Source: an optimization exercise on an open RTL-to-GDS flow (aim: small area, a short achievable clock period and few clock cycles per item). Production flows keep margins and buffers that such runs may drop.
Where RTL was checked, it was by simulation tests only, not by an equivalence proof against the original.
The RTL of runs 4 and 5 was laid out without a check of its function.
Power figures rest on the tool's default switching activity, not on a simulated workload.

===== flow/design.v =====
module pfc_pixel_encoder (
    input  wire        clk,
    input  wire        rst,         
    input  wire        in_valid,
    output wire        in_ready,
    input  wire [23:0] in_color,    
    input  wire [7:0]  in_bright,
    output wire        out_valid,
    input  wire        out_ready,
    output wire [7:0]  out_data,
    output wire        out_last     
);
    reg  [3:0]  fpos;       
    reg  [21:0] s_q;        
    reg  [1:0]  top_n;      
    reg  [7:0]  p_q;        
    reg  [7:0]  b_q;        
    reg  [1:0]  c_q;        
    reg  [1:0]  c11_q;      
    reg         cact;       
    reg         tk;         
    reg         ovalid;     
    reg         ovalid_o;   
    reg         last_q;     
    reg         irdy;       
    wire [1:0] lane = fpos[3:2];
    wire [1:0] step = fpos[1:0];
    wire f0  = (fpos == 4'd0);
    wire f10 = lane[1] & (step == 2'd2);
    wire f11 = lane[1] & (step == 2'd3);
    wire shift = ovalid ? out_ready : (~f0 | in_valid | tk);
    wire take  = irdy & in_valid;
    wire ld    = shift & in_valid & (f0 | (cact & ~f11));
    wire [7:0] c_lane = lane[1] ? in_color[7:0] : lane[0] ? in_color[15:8] : in_color[23:16];
    wire [1:0] c_sel  = c_lane[2 * step +: 2];
    wire       lane_start = (step == 2'd1);
    wire [1:0] cp   = f0 ? c11_q : c_q;
    wire [7:0] base = lane_start ? 8'd0 : p_q;
    wire [9:0] t    = {2'b00, base}
                    + (cp[0] ? {2'b00, b_q} : 10'd0)
                    + (cp[1] ? {1'b0, b_q, 1'b0} : 10'd0);
    wire [7:0] xl   = {s_q[1:0], s_q[3:2], s_q[5:4], s_q[7:6]};
    wire [8:0] cy;
    assign cy[0] = 1'b1;
    genvar i;
    generate
        for (i = 0; i < 8; i = i + 1) begin : g_conv
            assign cy[i+1] = (p_q[i] ^ xl[i]) ? cy[i] : p_q[i];
        end
    endgenerate
    wire [7:0] q = p_q + {7'd0, cy[8]};
    always @(posedge clk) begin
        if (rst) begin
            fpos   <= 4'd0;
            cact   <= 1'b0;
            tk     <= 1'b0;
            ovalid <= 1'b0;
            ovalid_o <= 1'b0;
            last_q <= 1'b1;
            irdy   <= 1'b0;
        end else begin
            if (shift) begin
                fpos   <= f11 ? 4'd0 : fpos + 4'd1;
                last_q <= f11;
                if (f0) begin
                    ovalid <= tk;
                    ovalid_o <= tk;
                    tk     <= 1'b0;
                end
            end
            if (ld & f0)
                cact <= 1'b1;
            if (ld & f10)
                irdy <= 1'b1;
            if (take) begin
                cact <= 1'b0;
                tk   <= 1'b1;
                irdy <= 1'b0;
            end
        end
    end
    always @(posedge clk) begin
        if (ld) begin
            c_q <= c_sel;
            b_q <= in_bright;
        end
        if (take)
            c11_q <= in_color[7:6];
        if (shift) begin
            p_q <= t[9:2];
            top_n <= ~s_q[21:20];
            if (lane_start)
                s_q <= {s_q[19:8], q, t[1:0]};
            else
                s_q <= {s_q[19:0], t[1:0]};
        end
    end
    assign in_ready  = irdy;
    assign out_valid = ovalid_o;
    assign out_last  = last_q;
    assign out_data  = {{3{top_n[0]}}, 2'b01, {3{top_n[1]}}};
endmodule

===== flow/flow/run.sh =====
#!/bin/bash
export BUFFER_PORTS_ARGS="-buffer_cell sky130_fd_sc_hd__buf_1"
export SETUP_SLACK_MARGIN=10.9
export CTS_ARGS="-repair_clock_nets -sink_clustering_enable -sink_clustering_size 60 -sink_clustering_max_diameter 500 -dont_use_dummy_load -root_buf sky130_fd_sc_hd__clkbuf_16 -buf_list sky130_fd_sc_hd__clkbuf_16"
bash standard.sh > standard.log 2>&1

===== flow/standard.sh =====
#!/bin/bash
# synth_recipe.tcl (not shown) runs the flow's synth.tcl, then flattens the netlist and writes it again
# the make line also repeats each setting of config.mk as NAME=value (left out here)
make -C /OpenROAD-flow-scripts/flow DESIGN_CONFIG=/design/flow/config.mk WORK_HOME=/design/flow/orfs CLKGATE_MAP_FILE= SYNTH_SCRIPT=/design/flow/synth_recipe.tcl "${@:-finish}"

===== flow/config.mk =====
export PLATFORM = sky130hd
export DESIGN_NAME = pfc_pixel_encoder
export DESIGN_NICKNAME = pfc_pixel_encoder
export VERILOG_FILES = /design/flow/design.v
export SDC_FILE = /design/flow/constraint.sdc
export NUM_CORES = 4
export LEC_CHECK = 0
export CAP_MARGIN = 20
export CORE_MARGIN = 2
export CORE_UTILIZATION = 40
export SLEW_MARGIN = 20

===== flow/constraint.sdc =====
create_clock -name core_clock -period 15.0 [get_ports {clk}]
set_input_delay 3.0000 -clock core_clock [delete_from_list [all_inputs] [get_ports {clk}]]
set_output_delay 3.0000 -clock core_clock [all_outputs]
set_load 0.01 [all_outputs]

==> impl_metrics.yaml, run 1 <==
worst_setup_path:
  crit_start: "out_ready"
  reg2reg_to: "p_q[7]"
  critPathMaxStageDelay_ps: 330
  cpMaxStageDelayCell: "clkbuf_8"
  crit_path_end: "last_q"
  end_kind: "register"
  r2r_slack_ps: 11210
  worstRegToRegCells: 15
  cp_data_required_time_ps: 15170
  start_kind: "primary input"
  cp_max_fo: 40
  path_cells: "buf_1 -> nand2b_4 -> a21boi_4 -> clkbuf_8 -> nor2b_1 -> a311o_1"
  critPathArrivalTime_ps: 4110
  critical_path_class: "in -> reg"
  timing.rr.start: "fpos[1]"
timing:
  period_share_pct: 26.3
  rsz0062_at_grt: "false"
  slew_headroom_pct: 54.9
  final_hold_viol_count: 0
  setup_viol: 0
  fin_crit_ps: 3940
  clock.fmax_ghz: 0.254
  tightest_slew_ps: 676
  worst_clock_skew_ps: 17.9
  final.setup.tns_ps: 0
  drv_slew: 0
logic_synthesis:
  yosys.area_share.simple_pct: 12.2
  ys_ff_latch: 53
  synth_ff_type: "edfxtp_1"
  synth_seq_area_share_pct: 51.0
  synth_cells: 250
  muxShareOfSynthArea_pct: 7.15
  synth_area_um2: 2940
  postSynthAreaPerCell_um2: 11.8
  synthArstFlopShare_pct: 0
  synthAdderAreaFrac_pct: 11.8
  yosysUniqueCellTypes: 44
  synth_xor_area_share_pct: 2.98
  syn_nets: 309
  synth_edf_count: 44
  synth_top_family_by_area: "simple AND/OR/NAND/NOR gates"
  synth-compound-area-share_pct: 9.32
  yosys_warnings: 1
clock_tree:
  h-tree-depth: 2
  cts_root_buf: "clkbuf_16"
  cts.sinks: 53
  cts_buffers: 5
  hold_buffers: 0
  cts_tree: "built"
  clk_latency_ps: 290
  clk_path_buf_depth: 2
  clkTransAtPathRegs_ps: 70
floorplanning:
  die_h_um: 89.8
  num_rows: 31
  coreArea_um2: 7180
  chipWidth_um: 89.8
  io_pins: 47
  die-area_um2: 8060
  start_util_pct: 41.0
run:
  drv_cap: 0
finish:
  multi_input_area_um2: 1310
  fillerInstances: 658
  antennaDiodeCount: 0
  syn_to_final_growth_pct: 12.9
  drive_gt1_share_pct: 7.96
  num-nets-final: 350
  utilization_pct: 46.3
  finalNonFillerCells: 388
  ff_latch_area_um2: 1500
drt:
  post_drt_wl_per_cell_um: 13.2
  vias: 1967
  drtPass1Iterations: 4
  drtIter0Drc: 109
  ant_nets: 0
  drc: 0
  vias_per_cell: 5.07
  wl_mm: 5.14
placement:
  dp_cells: 382
  hpwl_mm: 3.92
  routabilityCongestion: 0.813
  portBuffers: 44
global_route:
  grt_pass1_vias: 1920
  overflow: 0
  antenna_found_initial: 0
  gr-usage-all-layers_pct: 13.3
  grt_first_pass_wirelength_mm: 8.80
  grt_max_degree: 41
outcome:
  status: "complete, no violations"
pwr:
  power_density_nw_per_um2: 179
  p_leak_nw: 1.28
  peakVddDrop_uv: 69.7
hold_path:
  hp-class: "reg -> reg"
## power by group
| group | total (mW) | switching [mW] | internal (mW) |
|---|---|---|---|
| Combinational | 0.223 | 0.118 | 0.105 |
| Clock | 0.104 | 0.0449 | 0.0590 |
| Sequential | 0.266 | 0.0376 | 0.229 |
| Total | 0.594 | 0.201 | 0.393 |
## layout make-up
class	instances	share of cell area (%)
Clock buffer	5	3.77
Multi-Input combinational cell	164	39.3
Sequential cell	53	45.2
Timing Repair Buffer	46	5.61
Tap cell	99	3.73
Inverter	21	2.37
## placed cells by master, fill, tap and decap left out, types with 3 or more instances in the layout
cell / instances
mux4_2: 6
xnor2_1: 6
buf_1: 44
o22ai_1: 4
dfxtp_1: 8
inv_1: 21
nand2_1: 22
mux2i_1: 3
a22oi_1: 3
edfxtp_1: 44
clkbuf_16: 5
ha_1: 15
a21oi_1: 16
nand3_1: 4
mux2_2: 4
o21ai_0: 5
nor2_1: 23
nor2b_1: 4
and2_1: 3
xor2_1: 4
nand2b_1: 8
fa_1: 8
## how the worst min path moves through the flow
stage	slack (ps)	cells after the start	startpoint	endpoint
after floorplan	400	0	s_q[8]	s_q[10]
after global placement	410	0	s_q[17]	s_q[19]
after detailed placement	410	0	s_q[18]	s_q[20]
after CTS	420	0	s_q[18]	s_q[20]
after global routing	430	0	s_q[19]	s_q[21]
final	420	0	s_q[18]	s_q[20]
## cells by family (layout without fill, tap and decap cells)
| kind of cell | count (synthesis) | count (layout) |
|---|---|---|
| AND/OR/NAND/NOR | 74 | 74 |
| flip-flops | 53 | 53 |
| AO/OA/AOI/OAI | 42 | 42 |
| buffers and inverters | 33 | 72 |
| adder cells (fa/ha/maj) | 23 | 23 |
| multiplexers | 13 | 13 |
| XOR/XNOR | 10 | 10 |
| other | 2 | 2 |
## registers in the layout (all words and copies together) (netlist names), 2 cells and up
register  cells
b_q           8
top_n         2
c11_q         2
c_q           2
p_q           8
fpos          4
s_q          22
## cells in the mapped netlist (4+ instances only)
cell type	instances	share of area, %
edfxtp_1	44	45
nor2_1	23	2.9
nand2_1	22	2.8
inv_1	21	2.7
a21oi_1	16	2.7
ha_1	15	6.4
dfxtp_1	9	6.1
nand2b_1	9	1.9
fa_1	8	5.4
buf_4	6	1.5
mux4_2	6	4.6
xnor2_1	6	1.8
o21ai_0	5	0.85
mux2_2	4	1.5
nand3_1	4	0.68
nor2b_1	4	0.85
o22ai_1	4	0.85
xor2_1	4	1.2
## critical path, delay by kind of cell
kind                   cells  cell delay, ps
AOI/OAI and AO/OA          2             440
and+or+nand+nor            2             230
buffers and inverters      2             420
## through the flow
step | hold slack [ps] | setup slack [ps] | instance area, µm² | power [mW]
after floorplan | 400 | 10660 | 2960 | 0.439
after global placement | 407 | 10700 | 3180 | 0.485
after detailed placement | 406 | 10650 | 3180 | 0.493
after CTS | 423 | 10920 | 3300 | 0.599
after global routing | 433 | 10920 | 3320 | 0.641
final | 424 | 11060 | 3320 | 0.594
## what timing repair did
| action | in CTS | in global routing |
|---|---|---|
| setup endpoints to repair | 0 | 7 |
| buffers inserted | 0 | 1 |
| gates resized for setup | 0 | 5 |
## per-layer routing
metal	GRT usage, %	vias up	routed length, µm
met5	0	-	0
met4	1.79	0	0
met3	3.44	0	266
met2	22.7	59	2470
met1	17.7	952	2400
li1	-	956	-
Testbench counts, summed over its fixed seeds: cycles 24,688, items 2,048.
==> run 2, diff against run 1 <==
==> flow/flow/run.sh (replaced) <==
#!/bin/bash
export BUFFER_PORTS_ARGS="-buffer_cell sky130_fd_sc_hd__buf_1"
export SETUP_SLACK_MARGIN=10.9
export CTS_ARGS="-repair_clock_nets -dont_use_dummy_load"
bash standard.sh > standard.log 2>&1
--- a/flow/config.mk
+++ b/flow/config.mk
@@ -5,7 +5,7 @@
 export SDC_FILE = /design/flow/constraint.sdc
 export NUM_CORES = 4
 export LEC_CHECK = 0
-export CAP_MARGIN = 20
+export CAP_MARGIN = 0
 export CORE_MARGIN = 2
 export CORE_UTILIZATION = 40
-export SLEW_MARGIN = 20
+export SLEW_MARGIN = 0
==> run 2 against run 1 <==
Against the previous run: synthesized cell count stayed put; fmax is 0.52% higher; non-clock buffer count stayed put; area after synthesis stayed put; sequential power hardly changed; sequential cell count stayed put; global-route usage hardly changed; critical path type unchanged; largest cell class unchanged.
==> impl_metrics.yaml, run 2 <==
outcome:
  status: "complete, no violations"
timing:
  slew_headroom_pct: 54.2
  period_share_pct: 26.1
  tightest_slew_ps: 687
  final.setup.tns_ps: 0
  final_hold_viol_count: 0
  drv_slew: 0
  worst_clock_skew_ps: 25.9
  setup_viol: 0
  fin_crit_ps: 3920
  rsz0062_at_grt: "false"
  clock.fmax_ghz: 0.255
clock_tree:
  hold_buffers: 0
  clk_latency_ps: 300
  cts.sinks: 53
  h-tree-depth: 2
  cts_buffers: 5
  clkTransAtPathRegs_ps: 100
  cts_tree: "built"
  cts_root_buf: "clkbuf_8"
  clk_path_buf_depth: 2
worst_setup_path:
  end_kind: "register"
  reg2reg_to: "p_q[7]"
  critPathArrivalTime_ps: 4110
  start_kind: "primary input"
  r2r_slack_ps: 11170
  cp_data_required_time_ps: 15190
  timing.rr.start: "fpos[1]"
  worstRegToRegCells: 15
  cp_max_fo: 40
  critical_path_class: "in -> reg"
drt:
  drtPass1Iterations: 4
  vias_per_cell: 5.07
  ant_nets: 0
  drtIter0Drc: 88
  wl_mm: 5.15
  post_drt_wl_per_cell_um: 13.3
  vias: 1967
  drc: 0
logic_synthesis:
  synth_top_area_share_pct: 44.9
  synth_ff_type: "edfxtp_1"
  syn_nets: 309
  synth_top_cells_by_area: "edfxtp_1 45%, ha_1 6.4%, dfxtp_1 6.1%"
  yosys_warnings: 1
  synth_edf_count: 44
  synth_seq_area_share_pct: 51.0
  postSynthAreaPerCell_um2: 11.8
  yosys.area.top_type: "edfxtp_1"
  yosysUniqueCellTypes: 44
  synthMostInstantiatedCell: "edfxtp_1"
  synth_cells: 250
  synthTopCellsByCount: "44 x edfxtp_1, 23 x nor2_1, 22 x nand2_1"
  synthArstFlopShare_pct: 0
  ys_ff_latch: 53
  synth_area_um2: 2940
placement:
  dpl-instance-area_um2: 3180
  portBuffers: 44
  routabilityCongestion: 0.813
  hpwl_mm: 3.92
  dp_cells: 382
finish:
  final_cell_mix: "44 x edfxtp_1, 44 x buf_1, 23 x nor2_1, 22 x nand2_1, 21 x inv_1"
  syn_to_final_growth_pct: 10.8
  finalNonFillerCells: 388
  num-nets-final: 350
  antennaDiodeCount: 0
  reg_top3: "s_q (22), b_q (8), p_q (8)"
  drive_gt1_share_pct: 7.61
  top_register: "s_q"
  finalInstanceArea_um2: 3260
  largest_register_ffs: 22
hold_path:
  hold_end: "s_q[20]"
  worstHoldStart: "s_q[18]"
  hold_depth: 0
  hp-class: "reg -> reg"
pwr:
  power_density_nw_per_um2: 173
  peakVddDrop_uv: 65.5
  p_leak_nw: 1.25
global_route:
  grt_first_pass_wirelength_mm: 8.83
  overflow: 0
  grt_max_degree: 41
  gr-usage-all-layers_pct: 13.3
  antenna_found_initial: 0
  grt_pass1_vias: 1912
floorplanning:
  die-area_um2: 8060
  io_pins: 47
  coreArea_um2: 7180
  die_h_um: 89.8
  start_util_pct: 41.0
  chipWidth_um: 89.8
  num_rows: 31
run:
  drv_cap: 0
## run 2: cell counts after synthesis
No cell type changed its count.
## run 2: worst max-delay path by stage
stage	endpoint	slack, ps	start	depth (start not counted)
floorplan	last_q	10660	out_ready	4
global placement	last_q	10700	out_ready	6
detailed placement	last_q	10650	in_valid	6
CTS	p_q[7]	10910	fpos[0]	15
global route	last_q	10910	in_valid	6
finish	last_q	11080	in_valid	5
## run 2: cells by family after synthesis
kind of cell / Yosys count / synth area share [%]
other: 2 / 0.255
AOI/OAI and AO/OA: 42 / 9.32
and+or+nand+nor: 74 / 12.2
adders and majority gates: 23 / 11.8
muxes: 13 / 7.15
DFF: 53 / 51.0
xor gates and xnor gates: 10 / 2.98
buffers and inverters: 33 / 5.27
## run 2: routing by layer
metal  up-vias  global-route usage (%)  wire length (µm)  share of wire, %
li1        953                       -                 -                 -
met1       945                    17.8              2310                45
met2        64                    23.0              2490                48
met3         5                    2.93               322               6.3
met4         0                    1.92                29              0.56
met5         -                       0                 0                 0
## run 2: critical path, stage by stage
cell and delay [ps]:
buf_1 120, nor3_1 280, a21boi_4 90, buf_6 220
a311o_1 380
## run 2: per-stage QoR
step           power [mW]  hold WS (ps)  utilization (%)  worst slack, ps
2_1_floorplan       0.439           400                -            10660
3_3_place_gp        0.485           407             44.3            10700
3_5_place_dp        0.493           406             44.3            10650
4_1_cts             0.566           431             45.2            10910
5_1_grt             0.609           443             45.4            10910
6_report            0.562           432             45.4            11080
## run 2: power breakdown
part	leakage (nW)	internal (mW)	switching, mW
clock network	0.0359	0.0303	0.0428
logic	0.699	0.105	0.119
registers	0.510	0.228	0.0373
## run 2: cell type report
| cell class | instances | area [µm²] |
|---|---|---|
| clock buffers | 5 | 68.8 |
| repair buffers | 46 | 184 |
| well taps | 99 | 124 |
| fillers | 667 | 3920 |
| multi-input cells | 164 | 1300 |
| inverters | 21 | 78.8 |
| flip-flops and latches | 53 | 1500 |
## run 2: what timing repair did
item | in CTS | in global routing
endpoints found under the setup margin | 0 | 7
buffers inserted | 0 | 1
resized for setup | 0 | 3
==> run 3, diff against run 2 <==
--- a/flow/config.mk
+++ b/flow/config.mk
@@ -5,7 +5,7 @@
 export SDC_FILE = /design/flow/constraint.sdc
 export NUM_CORES = 4
 export LEC_CHECK = 0
-export CAP_MARGIN = 0
+export CAP_MARGIN = 10
 export CORE_MARGIN = 2
 export CORE_UTILIZATION = 40
-export SLEW_MARGIN = 0
+export SLEW_MARGIN = 10
==> run 3 against run 2 <==
Against the previous run: sequential share of layout area is the same; synthesized cell count unchanged; largest power group unchanged; clock skew did not move; global-route usage stayed put; sequential cell count unchanged; count of clock-buffer cells in the layout did not move; power unchanged; wire length stayed put; core utilization unchanged.
==> impl_metrics.yaml, run 3 <==
outcome:
  status: "complete, no violations"
clock_tree:
  clk_latency_ps: 300
  cts_buffers: 5
  clkTransAtPathRegs_ps: 100
  h-tree-depth: 2
  cts.sinks: 53
  hold_buffers: 0
  clk_path_buf_depth: 2
  cts_root_buf: "clkbuf_8"
  cts_tree: "built"
placement:
  portBuffers: 44
  routabilityCongestion: 0.813
  dp_cells: 382
  hpwl_mm: 3.92
logic_synthesis:
  synth_xor_area_share_pct: 2.98
  synth_area_um2: 2940
  synth_cells: 250
  syn_nets: 309
  synth_top_cells_by_area: "edfxtp_1 45%, ha_1 6.4%, dfxtp_1 6.1%"
  synthTopCellsByCount: "44 x edfxtp_1, 23 x nor2_1, 22 x nand2_1"
  yosys_warnings: 1
  muxShareOfSynthArea_pct: 7.15
  synthAdderAreaFrac_pct: 11.8
  synth_edf_count: 44
  synth_top_area_share_pct: 44.9
  yosysUniqueCellTypes: 44
  synth_ff_type: "edfxtp_1"
  postSynthAreaPerCell_um2: 11.8
  synth_seq_area_share_pct: 51.0
  synth-compound-area-share_pct: 9.32
  yosys.area.top_type: "edfxtp_1"
  synthMostInstantiatedCell: "edfxtp_1"
  ys_ff_latch: 53
  yosys.area_share.simple_pct: 12.2
  synthArstFlopShare_pct: 0
  synth_top_family_by_area: "simple AND/OR/NAND/NOR gates"
pwr:
  power_density_nw_per_um2: 173
  clkPwrFrac_pct: 13.0
  p_sw_share_pct: 35.4
  peakVddDrop_uv: 65.5
  p_seq_share_pct: 47.2
  pwr-share-comb_pct: 39.8
  p_sw_mw: 0.199
  internal_power_mw: 0.364
  p_leak_nw: 1.25
worst_setup_path:
  end_kind: "register"
  timing.rr.start: "fpos[1]"
  critical_path_class: "in -> reg"
  crit_start: "in_valid"
  cp_max_fo: 40
  critPathArrivalTime_ps: 4110
  path_buf_inv: 2
  critPathMaxStageDelay_ps: 380
  cp_data_required_time_ps: 15190
  critPathTopFamily: "compound AO/OA/AOI/OAI gates"
  cpMaxStageDelayCell: "a311o_1"
  start_kind: "primary input"
  path_cells: "buf_1 -> nor3_1 -> a21boi_4 -> buf_6 -> a311o_1"
finish:
  fillerInstances: 667
  ff_latch_area_um2: 1500
  top_register: "s_q"
  largest_register_ffs: 22
  reg_top3: "s_q (22), b_q (8), p_q (8)"
  num-nets-final: 350
  syn_to_final_growth_pct: 10.8
  drive_gt1_share_pct: 7.61
  multi_input_area_um2: 1300
  antennaDiodeCount: 0
  finalNonFillerCells: 388
  final_cell_mix: "44 x edfxtp_1, 44 x buf_1, 23 x nor2_1, 22 x nand2_1, 21 x inv_1"
hold_path:
  worstHoldStart: "s_q[18]"
  hp-class: "reg -> reg"
run:
  drv_cap: 0
global_route:
  grt_pass1_vias: 1912
  antenna_found_initial: 0
  grt_max_degree: 41
  overflow: 0
  gr-usage-all-layers_pct: 13.3
  grt_first_pass_wirelength_mm: 8.83
timing:
  rsz0062_at_grt: "false"
  worst_clock_skew_ps: 25.9
  final_hold_viol_count: 0
  tightest_slew_ps: 687
  clock.fmax_ghz: 0.255
  final.setup.tns_ps: 0
  fin_crit_ps: 3920
  slew_headroom_pct: 54.2
  drv_slew: 0
  setup_viol: 0
  period_share_pct: 26.1
drt:
  drtPass1Iterations: 4
  drc: 0
  ant_nets: 0
  wl_mm: 5.15
  vias_per_cell: 5.07
  drtIter0Drc: 88
  post_drt_wl_per_cell_um: 13.3
  vias: 1967
floorplanning:
  chipWidth_um: 89.8
  start_util_pct: 41.0
  io_pins: 47
  num_rows: 31
  die_h_um: 89.8
  die-area_um2: 8060
  coreArea_um2: 7180
-- run 3: area by class of cell --
| class | instances | share of cell area (%) |
|---|---|---|
| clock buffers | 5 | 2.11 |
| inverters | 21 | 2.42 |
| multi-input cells | 164 | 39.9 |
| flip-flops and latches | 53 | 46.1 |
| well taps | 99 | 3.80 |
| repair buffers | 46 | 5.65 |
-- run 3: timing repair --
| item | in CTS | in global routing |
|---|---|---|
| setup endpoints to repair | 0 | 7 |
| resized for setup | 0 | 3 |
| setup buffers | 0 | 1 |
-- run 3: cell families (layout without fill, tap and decap cells) --
family	count (synthesis)	after routing
and+or+nand+nor	74	74
DFF	53	53
AOI/OAI and AO/OA	42	42
buffers and inverters	33	72
adders and majority gates	23	23
muxes	13	13
xor gates and xnor gates	10	10
other	2	2
-- run 3: final timing paths --
check	endpoint	slack (ps)	cells after the start
hold reg to reg	s_q[20]	430	0
setup / recovery	last_q	11080	5
setup reg to reg	p_q[7]	11170	15
hold / removal	s_q[20]	430	0
-- run 3: metrics by stage --
step | util (%) | setup slack [ps] | hold WS [ps] | total power, mW | instance area [µm²]
finish | 45.4 | 11080 | 432 | 0.562 | 3260
global placement | 44.3 | 10700 | 407 | 0.485 | 3180
floorplan | - | 10660 | 400 | 0.439 | 2960
global route | 45.4 | 10910 | 443 | 0.609 | 3260
detailed placement | 44.3 | 10650 | 406 | 0.493 | 3180
CTS | 45.2 | 10910 | 431 | 0.566 | 3250
-- run 3: routing by layer --
layer	GRT usage (%)	wire length [µm]	vias up
li1	-	-	953
met1	17.8	2310	945
met2	23.0	2490	64
met3	2.93	322	5
met4	1.92	29	0
met5	0	0	-
-- run 3: worst register-to-register path, cell delays in order (launching register included) --
cell and delay, ps:
dfxtp_1 400, inv_1 220, ha_1 180, nor3b_4 280
mux2_2 440, nand2_1 130, fa_1 420, inv_1 70
ha_1 180, inv_1 60, fa_1 400, nor2b_1 140
o21ai_0 110, a21boi_1 270, o21ai_0 180, a21oi_1 170
-- run 3: power by group through the flow --
| stage | sequential [mW] | clock [mW] | combinational (mW) |
|---|---|---|---|
| 2_1_floorplan | 0.256 | 0 | 0.183 |
| 3_3_place_gp | 0.269 | 0 | 0.217 |
| 3_5_place_dp | 0.270 | 0 | 0.224 |
| 4_1_cts | 0.266 | 0.0745 | 0.225 |
| 5_1_grt | 0.273 | 0.0792 | 0.257 |
| 6_report | 0.266 | 0.0731 | 0.224 |
==> run 4, diff against run 3 <==
--- a/flow/design.v
+++ b/flow/design.v
@@ -34,11 +34,10 @@
     wire [7:0] c_lane = lane[1] ? in_color[7:0] : lane[0] ? in_color[15:8] : in_color[23:16];
     wire [1:0] c_sel  = c_lane[2 * step +: 2];
     wire       lane_start = (step == 2'd1);
-    wire [1:0] cp   = f0 ? c11_q : c_q;
     wire [7:0] base = lane_start ? 8'd0 : p_q;
     wire [9:0] t    = {2'b00, base}
-                    + (cp[0] ? {2'b00, b_q} : 10'd0)
-                    + (cp[1] ? {1'b0, b_q, 1'b0} : 10'd0);
+                    + (c_q[0] ? {2'b00, b_q} : 10'd0)
+                    + (c_q[1] ? {1'b0, b_q, 1'b0} : 10'd0);
     wire [7:0] xl   = {s_q[1:0], s_q[3:2], s_q[5:4], s_q[7:6]};
     wire [8:0] cy;
     assign cy[0] = 1'b1;
@@ -84,6 +83,8 @@
             c_q <= c_sel;
             b_q <= in_bright;
         end
+        if (shift & f11)
+            c_q <= take ? c_sel : c11_q;
         if (take)
             c11_q <= in_color[7:6];
         if (shift) begin
--- a/flow/config.mk
+++ b/flow/config.mk
@@ -5,7 +5,7 @@
 export SDC_FILE = /design/flow/constraint.sdc
 export NUM_CORES = 4
 export LEC_CHECK = 0
-export CAP_MARGIN = 10
+export CAP_MARGIN = 20
 export CORE_MARGIN = 2
 export CORE_UTILIZATION = 40
-export SLEW_MARGIN = 10
+export SLEW_MARGIN = 20
==> run 4 against run 3 <==
Against the previous run: first-iteration DRC count decreased by 27%; die area is 1.9% higher; critical endpoint is now fpos[3]; sequential power barely moved; clock power shrank 0.7%; register-to-register slack barely moved; power decreased by 2.1%; worst setup slack worse by 100 ps; global-route usage is 0.84 points lower; largest power group unchanged; non-clock buffer count is 1 higher; critical path depth increased by 2; sequential cell count unchanged; critical path type unchanged; synthesized cell count rose by 6.8%.
==> impl_metrics.yaml, run 4 <==
global_route:
  gr-usage-all-layers_pct: 12.5
  met2_usage_pct: 18.9
  grt_max_degree: 38
  busiest_layer: "met2"
  grtUsageMet1_pct: 17.3
  grt_pass1_vias: 1787
  overflow: 0
  met3_usage_pct: 2.92
  antenna_found_initial: 0
  grt_first_pass_wirelength_mm: 8.22
pwr:
  power_density_nw_per_um2: 168
  pwr-share-comb_pct: 38.3
  peakVddDrop_uv: 56.8
  clkPwrFrac_pct: 13.2
  p_sw_mw: 0.195
  p_seq_share_pct: 48.5
  p_leak_nw: 1.28
  p_sw_share_pct: 35.4
  finalPower_mw: 0.551
  internal_power_mw: 0.356
logic_synthesis:
  yosys_warnings: 1
  yosysUniqueCellTypes: 47
  syn_nets: 326
  synth_edf_count: 44
  synth_top_cells_by_area: "edfxtp_1 44%, ha_1 6.3%, dfxtp_1 6.0%"
  ys_ff_latch: 53
  synthTopCellsByCount: "44 x edfxtp_1, 27 x nand2_1, 22 x inv_1"
  synth_cells: 267
  synth_ff_type: "edfxtp_1"
  yosys.area.top_type: "edfxtp_1"
  synthMostInstantiatedCell: "edfxtp_1"
  synth_seq_area_share_pct: 50.0
  synth_top_area_share_pct: 44.0
  synthArstFlopShare_pct: 0
  synth_area_um2: 3000
  postSynthAreaPerCell_um2: 11.2
clock_tree:
  h-tree-depth: 2
  cts_root_buf: "clkbuf_8"
  cts_tree: "built"
  clk_latency_ps: 300
  cts_buffers: 5
  clkTransAtPathRegs_ps: 80
  hold_buffers: 0
  cts.sinks: 53
  clk_path_buf_depth: 2
finish:
  syn_to_final_growth_pct: 9.55
  num-nets-final: 362
  utilization_pct: 45.3
  top_register: "s_q"
  drive_gt1_share_pct: 5.65
  final_cell_mix: "44 x edfxtp_1, 44 x buf_1, 27 x nand2_1, 22 x inv_1"
  antennaDiodeCount: 0
  reg_top3: "s_q (22), b_q (8), p_q (8)"
  largest_register_ffs: 22
timing:
  drv_slew: 0
  setup_viol: 0
  final_hold_viol_count: 0
  period_share_pct: 26.8
  slew_headroom_pct: 52.3
  tightest_slew_ps: 714
  fin_crit_ps: 4020
  whs_ps: 426
  worst_clock_skew_ps: 7.57
  rsz0062_at_grt: "false"
  clock.fmax_ghz: 0.249
  final.setup.tns_ps: 0
drt:
  drc: 0
  ant_nets: 0
  drtIter0Drc: 64
  wl_mm: 5.04
  drtPass1Iterations: 4
  vias_per_cell: 4.87
  post_drt_wl_per_cell_um: 12.6
  vias: 1947
floorplanning:
  io_pins: 47
  die_h_um: 90.6
  num_rows: 31
  die-area_um2: 8210
  chipWidth_um: 90.6
  coreArea_um2: 7250
  start_util_pct: 41.4
worst_setup_path:
  path_cells: "buf_1 -> nand2b_1 -> o41ai_4 -> buf_4 -> inv_6 -> a41oi_1 -> a311oi_1"
  path_depth: 7
  critPathArrivalTime_ps: 4230
  critical_path_class: "in -> reg"
  start_kind: "primary input"
  reg2reg_to: "p_q[6]"
  critPathTopFamily: "compound AO/OA/AOI/OAI gates"
  path_buf_inv: 3
  timing.rr.start: "fpos[0]"
  cpMaxStageDelayCell: "a311oi_1"
  cp_data_required_time_ps: 15210
  r2r_slack_ps: 11160
  worstRegToRegCells: 10
  end_kind: "register"
  critPathMaxStageDelay_ps: 270
  crit_start: "out_ready"
  cp_max_fo: 37
  crit_path_end: "fpos[3]"
placement:
  hpwl_mm: 3.69
  portBuffers: 44
  routabilityCongestion: 0.769
outcome:
  status: "complete, no violations"
hold_path:
  hp-class: "reg -> reg"
run:
  drv_cap: 0
run 4: cell families after synthesis:
kind of cell	count (synthesis)	share of synthesized area, %
adders and majority gates	24	11.9
xor gates and xnor gates	12	3.50
muxes	13	5.50
DFF	53	50.0
other	2	0.250
buffers and inverters	41	6.25
and+or+nand+nor	75	12.0
AOI/OAI and AO/OA	47	10.6
run 4: worst min path at each step:
stage                  from       to  slack, ps  cells past startpoint
floorplan            s_q[8]  s_q[10]        400                      0
global placement    s_q[18]  s_q[20]        400                      0
detailed placement  s_q[17]  s_q[19]        410                      0
CTS                 s_q[17]  s_q[19]        430                      0
global route        s_q[17]  s_q[19]        440                      0
finish              s_q[17]  s_q[19]        430                      0
run 4: repair_timing:
item / CTS / global route
resized for setup: 0 / 1
setup buffers: 0 / 3
endpoints found under the hold margin: 0 / 0
endpoints found under the setup margin: 0 / 3
run 4: power groups by stage:
| stage | Combinational [mW] | Clock (mW) | Sequential [mW] |
|---|---|---|---|
| floorplan | 0.185 | 0 | 0.250 |
| global placement | 0.208 | 0 | 0.270 |
| detailed placement | 0.210 | 0 | 0.270 |
| CTS | 0.210 | 0.0763 | 0.268 |
| global route | 0.241 | 0.0805 | 0.275 |
| finish | 0.211 | 0.0726 | 0.267 |
run 4: final cells by class:
class	count	area, µm²
multi-input combinational	173	1310
tap	99	124
clock buffer	5	68.8
timing repair buffer	47	188
inverter	23	91.3
fill	695	3970
sequential	53	1500
run 4: per-stage QoR:
step,area [µm²],worst slack [ps],std cells
finish,3290,10980,400
global route,3290,10890,400
CTS,3260,10900,397
detailed placement,3190,10570,392
global placement,3190,10610,392
floorplan,3000,10910,267
run 4: metal layers:
layer	share of wire, %	wire length (µm)
met1	48	2440
met3	4.1	209
met5	0	0
met2	46	2320
met4	1.4	72
==> run 5, diff against run 4 <==
==> flow/flow/run.sh (replaced) <==
#!/bin/bash
export BUFFER_PORTS_ARGS="-buffer_cell sky130_fd_sc_hd__buf_1"
export SETUP_SLACK_MARGIN=11.1
export CTS_ARGS="-repair_clock_nets -dont_use_dummy_load"
bash standard.sh > standard.log 2>&1
==> run 5 against run 4 <==
Against the previous run: clock skew rose by 17 ps; core utilization grew 0.60 points; count of clock-buffer cells in the layout did not move; fmax is 2.9% higher; final cell count unchanged; clock power is 0.6% lower; power rose by 1.1%; combinational power rose by 3%; critical path type unchanged.
==> impl_metrics.yaml, run 5 <==
timing:
  drv_slew: 0
  clock.fmax_ghz: 0.256
  setup_viol: 0
  final_hold_viol_count: 0
  final.setup.tns_ps: 0
  tightest_slew_ps: 719
  slew_headroom_pct: 52.0
  fin_crit_ps: 3900
  rsz0062_at_grt: "true"
  period_share_pct: 26.0
  worst_clock_skew_ps: 24.9
  setup_ws_ps: 11100
  whs_ps: 399
hold_path:
  worstHoldStart: "s_q[9]"
  hold_depth: 0
  hold_end: "s_q[11]"
  hp-class: "reg -> reg"
logic_synthesis:
  synth_cells: 267
  synth_area_um2: 3000
  yosys_warnings: 1
  syn_nets: 326
  synth_top_cells_by_area: "edfxtp_1 44%, ha_1 6.3%, dfxtp_1 6.0%"
  synthMostInstantiatedCell: "edfxtp_1"
  synth_top_area_share_pct: 44.0
  ys_ff_latch: 53
  synthTopCellsByCount: "44 x edfxtp_1, 27 x nand2_1, 22 x inv_1"
  postSynthAreaPerCell_um2: 11.2
  synthArstFlopShare_pct: 0
  yosys.area.top_type: "edfxtp_1"
  synth_seq_area_share_pct: 50.0
  synth_edf_count: 44
  synth_ff_type: "edfxtp_1"
  yosysUniqueCellTypes: 47
drt:
  wl_mm: 5.04
  post_drt_wl_per_cell_um: 12.6
  wl_met1_mm: 2.47
  vias: 1956
  maxUsedRoutingLayer: "met4"
  drc: 0
  vias_per_cell: 4.89
  ant_nets: 0
  wl_met2_mm: 2.36
  wl_met3_um: 193
  drtPass1Iterations: 5
  drtIter0Drc: 137
global_route:
  grt_first_pass_wirelength_mm: 8.40
  antenna_found_initial: 0
  grt_max_degree: 38
  overflow: 0
  gr-usage-all-layers_pct: 12.5
  grt_pass1_vias: 1857
pwr:
  peakVddDrop_uv: 56.1
  finalPower_mw: 0.557
  power_density_nw_per_um2: 167
  p_leak_nw: 1.29
clock_tree:
  clk_path_buf_depth: 2
  h-tree-depth: 2
  hold_buffers: 0
  cts_buffers: 5
  cts_root_buf: "clkbuf_8"
  cts_tree: "built"
  cts.sinks: 53
  clkTransAtPathRegs_ps: 100
  clk_latency_ps: 300
worst_setup_path:
  cp_max_fo: 1
  start_kind: "primary input"
  end_kind: "register"
  reg2reg_to: "p_q[6]"
  r2r_slack_ps: 11380
  path_cells: "buf_1 -> mux4_2 -> nor2_2 -> a211oi_1 -> a31oi_1 -> o21ai_1"
  cp_data_required_time_ps: 15040
  critPathMaxStageDelay_ps: 460
  critPathArrivalTime_ps: 3950
  worstRegToRegCells: 10
  cpMaxStageDelayCell: "mux4_2"
  timing.rr.start: "fpos[0]"
  critical_path_class: "in -> reg"
finish:
  final_common_cell: "edfxtp_1"
  antennaDiodeCount: 0
  utilization_pct: 45.9
  reg_top3: "s_q (22), b_q (8), p_q (8)"
  drive_gt1_share_pct: 8.64
  top_register: "s_q"
  largest_register_ffs: 22
  syn_to_final_growth_pct: 11.0
  final_cell_mix: "44 x edfxtp_1, 42 x buf_1, 27 x nand2_1, 22 x inv_1, 15 x a21oi_1"
  num-nets-final: 362
floorplanning:
  chipWidth_um: 90.6
  num_rows: 31
  die_h_um: 90.6
  die-area_um2: 8210
  start_util_pct: 41.4
  coreArea_um2: 7250
  io_pins: 47
placement:
  hpwl_mm: 3.69
  dp_slack_ps: 10630
  portBuffers: 44
  routabilityCongestion: 0.813
run:
  drv_cap: 0
outcome:
  status: "complete, no violations"
[run 5: logic make-up (layout without fill, tap and decap cells)]
| family | Yosys count | in the layout | share of synthesized area (%) |
|---|---|---|---|
| AO/OA/AOI/OAI | 47 | 47 | 10.6 |
| XOR/XNOR | 12 | 12 | 3.50 |
| flip-flops | 53 | 53 | 50.0 |
| adder cells (fa/ha/maj) | 24 | 24 | 11.9 |
| multiplexers | 13 | 13 | 5.50 |
| buffers and inverters | 41 | 75 | 6.25 |
| AND/OR/NAND/NOR | 75 | 75 | 12.0 |
| other | 2 | 2 | 0.250 |
[run 5: timing repair]
action,CTS,global route
endpoints found under the setup margin,5,12
cloned,0,1
pin swaps,3,1
resized for setup,3,6
hold endpoints to repair,0,0
buffers inserted,1,1
[run 5: report_power, final]
part | switching, mW | internal [mW] | leakage [nW]
registers | 0.0401 | 0.228 | 0.511
logic | 0.114 | 0.102 | 0.744
clock network | 0.0420 | 0.0302 | 0.0359
[run 5: critical path: cells and delay by family]
| kind | cells | cell delay [ps] |
|---|---|---|
| simple gates | 1 | 90 |
| mux | 1 | 460 |
| buf+inv | 1 | 70 |
| compound gates | 3 | 320 |
[run 5: worst max-delay path by stage]
stage,slack [ps],cells past startpoint,endpoint,start
global route,11030,6,c_q[1],in_color[11]
detailed placement,10630,5,fpos[3],in_valid
finish,11100,6,c_q[1],in_color[11]
global placement,10690,5,fpos[3],in_valid
floorplan,10930,4,fpos[3],in_valid
CTS,11070,5,fpos[3],in_valid
[run 5: area by class of cell]
class	instances	area, µm²
fillers	700	3920
flip-flops and latches	53	1510
multi-input cells	173	1330
repair buffers	46	183
well taps	99	124
inverters	23	113
clock buffers	5	68.8
repair inverters	1	8.76
[run 5: metrics by stage]
step	instances	cell area [µm²]
floorplan	267	3010
global placement	392	3200
detailed placement	392	3200
CTS	398	3300
global route	400	3330
finish	400	3330
[run 5: layer usage]
metal / vias up / GRT usage (%)
li1: 1003 / -
met1: 902 / 17.0
met2: 49 / 20.5
met3: 2 / 2.67
met4: 0 / 3.08
met5: - / 0

[port drivers added, routing unchanged]
In the flow no input, the clock included, has a driving cell. The finished layouts below were timed again as built, in two steps. Step 1 sets driving cells, clkbuf_16 on the clock port and buf_2 on the other inputs (assumed; they add their load-dependent delay and slew). Step 2 moves the port delays by t, midway between the first and last clock arrival at a register: inputs arrive t later, outputs are due t later. That takes back most of the time a late clock gives input paths. a / b / c = no drivers / after step 1 / after step 2; a / b = the first two.
run	t (ns)	setup slack, ns	worst hold slack (ns)	latest minus earliest clock arrival (ns)
run 1	0.307	11.061 / 11.064 / 10.757	0.424 / 0.424 / 0.424	0.018 / 0.018
run 2	0.319	11.081 / 11.063 / 10.768	0.432 / 0.432 / 0.432	0.026 / 0.026
run 3	0.319	11.081 / 11.063 / 10.768	0.432 / 0.432 / 0.432	0.026 / 0.026
run 4	0.329	10.981 / 10.990 / 10.661	0.426 / 0.426 / 0.426	0.007 / 0.008
run 5	0.321	11.095 / 11.102 / 10.782	0.399 / 0.399 / 0.399	0.025 / 0.025
After both steps setup and hold are still met in every run listed. For run 4, which loses most, drivers alone change the setup slack by +0.009 ns; drivers and shift together by -0.320 ns.
